Source: an optimization exercise on an open RTL-to-GDS flow (aim: small area). Production flows keep margins and buffers that such runs may drop. Function was checked by simulation only, so behaviour that the tests miss may differ from the original.

// ulpdac_rb
module ulpdac_rb (
    input  wire        clk,
    input  wire        rst,
    input  wire        h_valid,
    input  wire [2:0]  h_op,
    input  wire [15:0] h_addr,
    input  wire [31:0] h_wdata,
    output reg         h_rvalid,
    output reg  [31:0] h_rdata,
    output reg         im_re,
    output reg  [10:0] im_addr,
    input  wire [31:0] im_rdata,
    output reg         hm_re,
    output reg         hm_we,
    output reg  [10:0] hm_addr,
    output reg  [31:0] hm_wdata,
    input  wire [31:0] hm_rdata,
    output reg  [7:0]  dac_out,
    output reg         dac_strobe
);
Settings: LEC_CHECK=0, CAP_MARGIN=20, CORE_MARGIN=2, CORE_UTILIZATION=50, GPL_TIMING_DRIVEN=0, PLACE_DENSITY=0.7, SLEW_MARGIN=20; clock period 12.0 ns.
standard.sh (not shown) runs the stock make flow with config.mk's settings and CLKGATE_MAP_FILE= SYNTH_SCRIPT=/design/flow/synth_recipe.tcl, a recipe that flattens the netlist after the stock synthesis.
==> flow/flow/run.sh <==
#!/bin/bash
# The standard layout (standard.sh), with these changes:
#  - synthesis maps the logic with an area-oriented ABC script (flow/abc_area.script)
#    instead of ORFS's speed script, and leaves adders to ABC (no ADDER_MAP_FILE);
#    everything else in synthesis is the standard flow's own (synth_recipe.tcl, ORFS synth.tcl);
#  - no pass-through buffers in synthesis (the port buffers take their place);
#  - the port buffers that global placement inserts are sky130_fd_sc_hd__buf_1;
#  - CTS without dummy loads, with the clock buffers listed below.
# Each tool's output is in orfs/logs/; make's output in standard.log.
set -euo pipefail
HERE=$(pwd)
awk -v a="$HERE/flow/abc_area.script" '{print} /source .*synth_preamble.tcl/ {print "set abc_args [lreplace $abc_args 1 1 " a "]"}' \
    "$FLOW_HOME/scripts/synth.tcl" > my_synth.tcl
sed "s|source \$::env(SCRIPTS_DIR)/synth.tcl|source $HERE/my_synth.tcl|" synth_recipe.tcl > my_synth_recipe.tcl
grep -q "my_synth.tcl" my_synth_recipe.tcl
sed -e "s|SYNTH_SCRIPT=[^ ]*|SYNTH_SCRIPT=$HERE/my_synth_recipe.tcl ADDER_MAP_FILE= SYNTH_INSBUF=0|" standard.sh > my_standard.sh
grep -q "my_synth_recipe.tcl ADDER_MAP_FILE= " my_standard.sh
export BUFFER_PORTS_ARGS="-buffer_cell sky130_fd_sc_hd__buf_1"
export CTS_ARGS="-sink_clustering_enable -repair_clock_nets -dont_use_dummy_load -buf_list sky130_fd_sc_hd__clkbuf_8"
bash my_standard.sh > standard.log 2>&1
==> flow/flow/abc_area.script <==
strash
&get -n
&deepsyn -T 120
&put
dch -f
amap
strash
dch -f
amap
strash
dch -f
amap
strash
dch -f
amap
topo
==> next run, changes <==
--- a/flow/design.v
+++ b/flow/design.v
@@ -13,23 +13,23 @@
     output reg         hm_re,
     output reg         hm_we,
     output reg  [10:0] hm_addr,
     output reg  [31:0] hm_wdata,
     input  wire [31:0] hm_rdata,
     output reg  [7:0]  dac_out,
-    output reg         dac_strobe
+    output wire        dac_strobe
 );
     reg  [15:0] x0, x1, x2, x3;
     reg  [15:0] pc;
     reg         run;
     reg  [2:0]  cause;
     reg  [16:0] cnt;           
     reg         ldm;           
     reg  [1:0]  ldrd;          
     reg  [7:0]  hcell;          
-    reg         stp;           
+    reg         post;          
     reg  [6:0]  wcur;
     reg         herr;
     reg  [7:0]  rsp_lo;
     reg         rsp_mem, rsp_hi, rsp_len;
     function [15:0] add16;
         input [15:0] a, b;
@@ -104,13 +104,13 @@
                 2'd1: xsel = b;
                 2'd2: xsel = c;
                 default: xsel = d;
             endcase
         end
     endfunction
-    wire [1:0]  pidx = stp ? w[23:22] : ((w[31] & w[28]) ? w[27:26] : w[21:20]);
+    wire [1:0]  pidx = post ? w[23:22] : ((w[31] & w[28]) ? w[27:26] : w[21:20]);
     wire        vz   = ldm | (~w[31] & w[30] & w[28] & (w[29] | (w[27:24] == 4'd0)));
     wire [15:0] vs   = vz ? 16'd0 : xsel(pidx, x0, x1, x2, x3);
     wire h0 = |x0[15:8], h1 = |x1[15:8], h2 = |x2[15:8], h3 = |x3[15:8];
     wire g16_0 = h0 | (|x0[7:4]);
     wire g16_1 = h1 | (|x1[7:4]);
     wire g16_2 = h2 | (|x2[7:4]);
@@ -262,36 +262,35 @@
         if (rsp_mem) h_rdata = hm_rdata;
     end
     always @(*) begin
         im_re   = run && ((c0 && !fetch_bad) || (c1 && !fault && is_ld && !ea_cur));
         im_addr = {1'b0, c0 ? pc[9:0] : sum[9:0]};
     end
+    assign dac_strobe = post && is_wout;
     wire act    = run && !stop;
     wire do_flt = act && c1 && fault;
     wire do_end = act && last;
     always @(posedge clk) begin
         if (rst) begin
             run        <= 1'b0;
             pc         <= 16'd0;
             cause      <= 3'd0;
             cnt        <= 17'h1FFFB;
             hcell       <= 8'd0;
-            stp        <= 1'b0;
+            post       <= 1'b0;
             wcur       <= 7'd0;
             herr       <= 1'b0;
             dac_out    <= 8'h80;
-            dac_strobe <= 1'b0;
         end else begin
-            dac_strobe <= do_end && !ldm && is_wout;
-            stp        <= do_end && !ldm && is_st;
+            post       <= do_end && !ldm;
             if (refuse)        herr <= 1'b1;
             else if (herr_clr) herr <= 1'b0;
             if (wcur_wr)       wcur <= h_wdata[6:0];
             if (push)          wcur <= (wcur == 7'd99) ? 7'd0 : wc1[6:0];
             if (cell_wr)       hcell <= h_wdata[7:0];
-            if (stp)           hcell <= vs[7:0];
+            if (post && is_st) hcell <= vs[7:0];
             if (start) begin
                 run   <= 1'b1;
                 pc    <= 16'd0;
                 cause <= 3'd0;
             end else if (stop) begin
                 run   <= 1'b0;
Outcome: The changed run produced a clean layout; final area went down slightly; core utilization went down by 0.63 points; hold slack gets worse by 0.017 ns; fmax stays flat; setup slack gets better by 0.016 ns.

## afterwards: timing with drivers on the ports
No port has a modelled driver above. Below, the same layouts with a new extraction and two added sets of constraints. Step 1 sets driving cells, clkbuf_16 on the clock port and buf_2 on the other inputs (assumed; they add their load-dependent delay and slew). Step 2 also shifts input and output timing later by t, the mid clock arrival at the registers, as if the neighbouring blocks saw the same clock. Slacks: ideal / step 1 / step 2; pairs: ideal / step 1.
run | t (ns) | setup slack, ns | hold WS [ns] | worst slew at a driven data input, ns
the first run | 0.508 | 0.417 / 0.380 / 0.380 | 0.491 / 0.491 / 0.491 | 0.05
the second run | 0.504 | 0.432 / 0.408 / 0.408 | 0.475 / 0.475 / 0.475 | 0.05
After both steps every run listed still meets setup and hold. For the first run, which loses most, drivers alone change the setup slack by -0.037 ns; drivers and shift together by -0.037 ns.
